Source: an optimization exercise on an open RTL-to-GDS flow (aim: small area, a short achievable clock period and few clock cycles). Production flows keep margins and buffers that such runs may drop.
The RTL was checked by simulation tests, not by an equivalence proof against the original design.

==> inputs of onyx <==
// apf_core
module apf_core (
    input  wire        clk,
    input  wire        rst,           
    input  wire        start,         
    input  wire [31:0] program_len,
    input  wire [31:0] packet_len,
    input  wire [31:0] filter_age,
    output wire        prog_rd,
    output wire [31:0] prog_addr,
    input  wire [7:0]  prog_data,
    output wire        pkt_rd,
    output wire [31:0] pkt_addr,
    input  wire [7:0]  pkt_data,
    output reg         done,          
    output reg         pass           
);
    localparam integer S_IDLE = 0,  S_REDIR = 1,  S_RCHK = 2,  S_OP  = 3,
                       S_IMM  = 4,  S_CMP   = 5,  S_JX   = 6,  S_LD0 = 7,
                       S_LDX  = 8,  S_LD1   = 9,  S_LDD  = 10, S_JB0 = 11,
                       S_JB1  = 12, S_JB2   = 13, S_LIT  = 14, S_MD0 = 15,
                       S_MD   = 16, S_SLOT  = 17;
    localparam integer NS = 18;
    localparam [1:0] M_MUL = 2'd0, M_DIV = 2'd1, M_SHL = 2'd2, M_SHR = 2'd3;
    localparam integer NT = 2;
    localparam integer SP = 16 / NT;
    localparam integer SB = (SP == 16) ? 4 : (SP == 8) ? 3 : (SP == 4) ? 2 : (SP == 2) ? 1 : 0;
    reg [NS-1:0] st;
    reg [31:0] fa;           
    reg        fa_lt;        
    reg        dropf;        
    reg        pv;           
    reg [31:0] plen_r, klen_r;
    reg [31:0] budget;
    reg [31:0] r0, r1;
    reg [4:0]  opc;
    reg        rsel;
    reg [1:0]  szf;          
    reg [1:0]  bcnt;         
    reg [31:0] imm;          
    reg [31:0] cmp;          
    reg        exv;          
    reg [31:0] paddr;        
    reg [2:0]  lcnt;         
    reg        okf;          
    reg        eovf, nz;     
    reg        lmore;        
    reg        differ;       
    reg [5:0]  mcnt;
    reg [1:0]  mmode;
    reg        mskip;        
    reg        ahi;          
    reg        hit_r;        
    reg [3:0]  hp;           
    reg [3:0]  ic;           
    reg        k0ok, st1;
    reg [31:0] ring [0:15];
  ...
clock: 11.0 ns
lec_check: 0
cap_margin: 20
core_margin: 2
core_utilization: 40
place_density: 0.55
slew_margin: 20
standard.sh (not shown) runs the stock make flow with config.mk's settings and CLKGATE_MAP_FILE= SYNTH_SCRIPT=/design/flow/synth_recipe.tcl, a recipe that flattens the netlist after the stock synthesis.
==> flow/flow/run.sh <==
#!/bin/bash
set -euo pipefail
export SETUP_SLACK_MARGIN=6.5
bash standard.sh > standard.log 2>&1
==> inputs of lagoon, as changes to onyx <==
--- a/flow/design.v
+++ b/flow/design.v
@@ -45,22 +45,29 @@
     reg        eovf, nz;     
     reg        lmore;        
     reg        differ;       
     reg [5:0]  mcnt;
     reg [1:0]  mmode;
     reg        mskip;        
-    reg        ahi;          
     reg        hit_r;        
     reg [3:0]  hp;           
     reg [3:0]  ic;           
     reg        k0ok, st1;
     reg [31:0] ring [0:15];
     wire [7:0]  b      = prog_data;
     wire [31:0] rr     = rsel ? r1 : r0;           
     wire [31:0] xop    = rsel ? r1 : imm;          
-    wire [31:0] shv    = xop;
+    reg  [31:0] simm;
+    always @(*) begin
+        case (szf)
+            2'd1:    simm = {{24{imm[7]}}, imm[7:0]};
+            2'd2:    simm = {{16{imm[15]}}, imm[15:0]};
+            default: simm = imm;
+        endcase
+    end
+    wire [31:0] shv    = rsel ? r1 : simm;
     wire [31:0] imm_nx = {imm[23:0], b};
     wire        op_cj  = (opc >= 5'd15 && opc <= 5'd19);
     wire        op_ld  = (opc >= 5'd1 && opc <= 5'd6);
     wire        op_md  = (opc == 5'd8 || opc == 5'd9 || opc == 5'd12);
     wire        op_jmpc = (opc >= 5'd14 && opc <= 5'd20);       
     wire        ld_idx = (opc >= 5'd4);
@@ -96,28 +103,27 @@
     wire        ex_nn    = exo && x_nn;                                 
     wire        ex_swap  = exo && x_swap;
     wire        ex_mov   = exo && x_mov;
     wire        ex_fault = exo && x_fault;
     wire        md_div  = st[S_MD] && mmode == M_DIV;
     wire        md_mul  = st[S_MD] && mmode == M_MUL;
-    wire        div_sub = md_div && !ahi;
-    wire        cmp_sub = ex_cj || st[S_JX] || div_sub;
+    wire        cmp_sub = ex_cj || st[S_JX] || md_div;
     wire [31:0] bx      = st[S_LD0] ? imm : ex_nn ? rr : xop;
     wire        b_inv   = cmp_sub || ex_nn;
     wire        b_zero  = md_mul && !r0[31];
     wire [31:0] add_b   = b_zero ? 32'd0 : (bx ^ {32{b_inv}});
-    wire [33:0] add_a   = st[S_MD]  ? {md_div & ahi, cmp[31] & md_div, cmp[30:0], md_div & r0[31]} :
-                          st[S_LD0] ? {2'b0, r1} :
-                          st[S_JB0] ? {2'b0, rr} :
-                          ex_nn     ? 34'd0 : {2'b0, r0};
+    wire [32:0] add_a   = st[S_MD]  ? {md_div & cmp[31], cmp[30:0], md_div & r0[31]} :
+                          st[S_LD0] ? {1'b0, r1} :
+                          st[S_JB0] ? {1'b0, rr} :
+                          ex_nn     ? 33'd0 : {1'b0, r0};
     wire        add_c   = cmp_sub || (ex_nn && imm[0]);
-    wire [33:0] add_s   = add_a + {b_inv, b_inv, add_b} + {33'd0, add_c};
+    wire [33:0] add_s   = {1'b0, add_a} + {1'b0, b_inv, add_b} + {33'd0, add_c};
     wire [31:0] sum     = add_s[31:0];
     wire [31:0] andv   = r0 & xop;
     wire        eq     = (r0 == xop);
-    wire        ge     = !add_s[33];                 
+    wire        ge     = add_s[33] ^ 1'b1 ^ 1'b1;    
     reg         cond;
     always @(*) begin
         case (opc)
             5'd15:   cond = eq;
             5'd16:   cond = !eq;
             5'd17:   cond = ge && !eq;
@@ -126,20 +132,17 @@
         endcase
     end
     wire        taken  = (ex_cj && cond) || (ex_jb && differ);
     wire        bu_p    = st[S_RCHK] || st[S_OP];
     wire [31:0] bu_len  = bu_p ? plen_r : klen_r;
     wire [31:0] bu_x    = st[S_RCHK] ? fa : (st[S_OP] ? cmp : (st[S_LD0] ? imm : (st[S_JB1] ? imm : paddr)));
-    wire        aux_t   = (st[S_CMP] && pv && bcnt == 2'd0) || (st[S_LIT] && pv && !lmore) || st[S_JX];
-    wire [31:0] aux_a   = aux_t ? fa : bu_len;
-    wire [31:0] aux_b   = aux_t ? cmp : ~bu_x;
-    wire [32:0] bu      = {1'b0, aux_a} + {!aux_t, aux_b} + {32'd0, !aux_t};
+    wire [32:0] bu      = {1'b0, bu_len} - {1'b0, bu_x};
     wire        bu_pos  = !bu[32] && (bu[31:0] != 32'd0);      
     wire        bu_m1   = (bu == 33'h1FFFFFFFF);               
     wire        bu_gsz  = !bu[32] && (bu[31:3] != 29'd0 || bu[2:0] >= ld_sz);
-    wire [31:0] fa_tgt = bu[31:0];
+    wire [31:0] fa_tgt = fa + cmp;
     wire [31:0] fa_inc = fa + 32'd1;
     wire [31:0] pinc   = paddr + 32'd1;
     wire [31:0] m13v   = (k0ok && pkt_data[7:4] == 4'd4) ? {26'd0, pkt_data[3:0], 2'b00} : 32'd0;
     reg  [31:0] init0, initk;
     always @(*) begin
         case (hp)
@@ -182,15 +185,15 @@
                 ring[i] <= ring[i + 1];
         end
     end
     wire        mul_div = (mmode == M_MUL) || (mmode == M_DIV);
     wire        skip8   = (mcnt[5:3] != 3'd0) && (!mul_div || (mskip && r0[31:24] == 8'd0));
     wire        md_fin  = skip8 ? (mcnt == 6'd8) : (mcnt == 6'd1);
-    wire        dq      = !add_s[32];                
+    wire        dq      = add_s[33];                 
     wire [31:0] a_sh    = skip8 ? {cmp[23:0], r0[31:24]} : {cmp[30:0], r0[31]};
-    wire        a_add   = !skip8 && ((mmode == M_MUL) || (mmode == M_DIV));
+    wire        a_add   = !skip8 && ((mmode == M_MUL) || (mmode == M_DIV && dq));
     wire [31:0] a_nx    = a_add ? sum : a_sh;
     wire [31:0] b_nx    = skip8 ? {r0[23:0], 8'd0} : {r0[30:0], mmode == M_DIV && dq};
     wire        md_a_r0 = md_fin && (mmode == M_MUL || mmode == M_SHR);
     wire        sh_zero = (shv == 32'd0);
     wire        sh_l    = !shv[31] && shv[30:5] == 26'd0 && shv[4:0] != 5'd0;
     wire        sh_r    = shv[31] && shv[30:5] == 26'h3FFFFFF && shv[4:0] != 5'd0;
@@ -284,20 +287,23 @@
             nexv = 1'b0;
         end
     end
     wire        s_sum  = ex_add || ex_nn;
     wire        s_r1   = (ex_mov && !rsel) || ex_swap;
     wire        s_ld   = st[S_LDD];
+    wire        s_a    = st[S_MD] && md_a_r0;
+    wire        s_b    = st[S_MD] && !md_a_r0;
     wire [31:0] res    = ({32{s_sum}}   & sum)   |
                          ({32{ex_and}}  & andv)  |
                          ({32{ex_or}}   & (r0 | xop)) |
-                         ({32{ex_li}}   & imm)   |
+                         ({32{ex_li}}   & simm)  |
                          ({32{s_r1}}    & r1)    |
                          ({32{ldm_do}}  & rdval) |
-                         ({32{s_ld}}    & {rr[23:0], pkt_data});
-    wire [31:0] md_r0  = md_a_r0 ? a_nx : b_nx;
+                         ({32{s_ld}}    & {rr[23:0], pkt_data}) |
+                         ({32{s_a}}     & a_nx)  |
+                         ({32{s_b}}     & b_nx);
     wire        start_now = st[S_IDLE] && start;
     wire        ld_wr   = (st[S_LD1] && okf) || st[S_LDD];
     wire        rr_wr   = ex_li || ex_nn || ex_mov || ldm_do || ld_wr;
     wire        wr0     = start_now || ex_add || ex_and || ex_or || ex_swap || (rr_wr && !rsel) ||
                           st[S_MD] || (st[S_MD0] && opc == 5'd12 && !sh_zero && !(sh_l || sh_r));
     wire        wr1     = start_now || ex_swap || (rr_wr && rsel);
@@ -307,16 +313,13 @@
     wire [3:0]  kd_0   = 4'd0 - hp1;
     wire [3:0]  kd_st  = imm[3:0] - hp1;
     wire        jx_tk  = st[S_JX] && ((opc == 5'd14) || cond);
     wire        dec_ok = dec && !taken;
     wire        imm_jmp = imm_last && op_jmpc;         
     wire        imm_en  = dec || imm_byte || cmp_byte || st[S_JB0];
-    wire        imm_sx  = imm_last && (opc == 5'd12 || opc == 5'd13);
-    wire [31:0] imm_ext = (imm_sx && szf == 2'd1 && b[7])   ? 32'hFFFFFF00 :
-                          (imm_sx && szf == 2'd2 && imm[7]) ? 32'hFFFF0000 : 32'd0;
-    wire [31:0] imm_d   = ({32{(imm_byte && !imm_jmp) || cmp_byte}} & (imm_nx | imm_ext)) |
+    wire [31:0] imm_d   = ({32{(imm_byte && !imm_jmp) || cmp_byte}} & imm_nx) |
                           ({32{st[S_JB0]}} & sum);
     wire        cmp_tgt = (cmp_last && opc != 5'd20) || lit_last;
     wire        cmp_en  = dec || imm_jmp || cmp_tgt || st[S_MD0] || st[S_MD];
     wire [31:0] cmp_d   = ({32{imm_jmp}} & imm_nx) | ({32{cmp_tgt}} & fa_tgt) |
                           ({32{st[S_MD]}} & a_nx);
     wire        pa_sum  = st[S_LD0] && ld_idx;
@@ -385,13 +388,13 @@
             x_jb    <= go && lit_last;
         end
         if (imm_en) imm <= imm_d;
         if (cmp_en) cmp <= cmp_d;
         if (pa_en)  paddr <= pa_d;
         if (pkt_rd) lmore <= (pinc != imm);
-        if (wr0) r0 <= st[S_MD] ? md_r0 : res;
+        if (wr0) r0 <= res;
         if (wr1) r1 <= r1_r0 ? r0 : res;
         if (dec)           begin hit_r <= (kd_0[SB-1:0] == 0);  tsel_r <= kd_0;  end
         else if (imm_byte) begin hit_r <= (kd_nx[SB-1:0] == 0); tsel_r <= kd_nx; end
         else if (st[S_SLOT]) begin hit_r <= (kd_st[SB-1:0] == 0); tsel_r <= kd_st; end
         if (st[S_LD0] || st[S_LDX]) okf <= bu_gsz;
         if (st[S_JB1])              okf <= nz && !eovf && !bu[32];
@@ -400,14 +403,12 @@
         if (st[S_JB0]) begin
             eovf   <= add_s[32];
             nz     <= (xop != 32'd0);
             differ <= 1'b0;
         end
         if (lit_byte) differ <= differ || (prog_data != pkt_data);
-        if (st[S_MD0]) ahi <= 1'b0;
-        else if (st[S_MD] && !skip8) ahi <= add_s[32];
         if (st[S_MD0]) begin
             mskip <= 1'b1;
             mcnt  <= (opc == 5'd12) ? {1'b0, shv[4:0]} : 6'd32;
             mmode <= (opc == 5'd8) ? M_MUL : (opc == 5'd9) ? M_DIV : sh_l ? M_SHL : M_SHR;
         end
         if (st[S_MD]) begin
==> results.cfg <==
[outcome]
status = no timing/DRC/antenna violations

[global_routing]
grt_max_degree = 72

[clock_tree]
cts_resized = 574

[layout]
nClkBuffers = 135
num-multi-input-gates = 3453
finalInstanceArea_mm2 = 0.0577

[floorplanning]
die_h_um = 332
rows = 120
start_util_pct = 40.2

[pwr]
clock_power_mw = 3.29
ir_drop_uv = 173

[synthesis]
synth_xor_area_share_pct = 5.47

[timing]
fin_crit_sh_pct = 45.6

[placement]
placed_area_mm2 = 0.0464

[critical_path]
path_cells = buf_12 > a21o_4 > a31oi_4 > buf_4 > bufbuf_16 > a22oi_1 > o21ai_1 > ha_4 > nor2_1 > nor2_1 > o31a_1 > buf_4 > nand4bb_1 > o31a_1 > o211ai_4 > mux2i_4 > o21a_4 > buf_12 > or3_4 > clkbuf_16 > o21ai_1 > a21oi_1
[end of results for onyx]
==> results.cfg <==
[outcome]
status = no timing/DRC/antenna violations

[placement]
placed_area_mm2 = 0.0492

[pwr]
ir_drop_uv = 145
power_frac_seq_pct = 34.2
clock_power_mw = 3.30

[layout]
num-multi-input-gates = 3689
finalInstanceArea_mm2 = 0.0605

[floorplanning]
start_util_pct = 40.4
die_h_um = 341

[global_routing]
grt_use_total_pct = 40.8

[flow_run]
max_cap_violations = 0

[timing]
max_freq_mhz = 200
fin_crit_sh_pct = 45.4

[clock_tree]
cts_resized = 687

[critical_path]
path_cells = clkinvlp_4 > a31oi_4 > buf_12 > buf_12 > buf_12 > a22oi_2 > o21ai_2 > ha_4 > or2_2 > a21oi_2 > a21oi_2 > a211o_1 > a221o_2 > o21ai_4 > buf_12 > buf_12 > buf_6 > nand3_2 > a31oi_4 > a221o_1 > mux2_2
[end of results for lagoon]
Testbench counts of onyx, summed over its fixed seeds: cycles 191,009.
Testbench counts of lagoon, summed over its fixed seeds: cycles 191,009.

-- re-timing with driven ports --
The results above use ideal ports. As a check the final layouts listed here were re-extracted and re-timed, cells and wires unchanged.
Step 1 (the two cells are an assumption about what drives the block):
set clk [get_ports {clk}]
set_driving_cell -lib_cell sky130_fd_sc_hd__clkbuf_16 $clk
set_driving_cell -lib_cell sky130_fd_sc_hd__buf_2 [delete_from_list [all_inputs] $clk]
Step 2 times the ports against the registers' clock, not the clock port: input delays grow and output delays shrink by t, the midpoint of the rising clock arrivals with the driver on.
Three values: ideal, step 1, step 2; two values: the first two.
run | t (ns) | setup slack, ns | worst setup path at the end
onyx | 0.785 | 5.985 / 5.985 / 5.587 | input to register
lagoon | 0.786 | 6.003 / 6.003 / 5.393 | input to register
After both steps every run listed still meets setup and hold. The setup slack of lagoon, which loses most, moves by 0.000 ns with the drivers and by -0.610 ns with both steps.
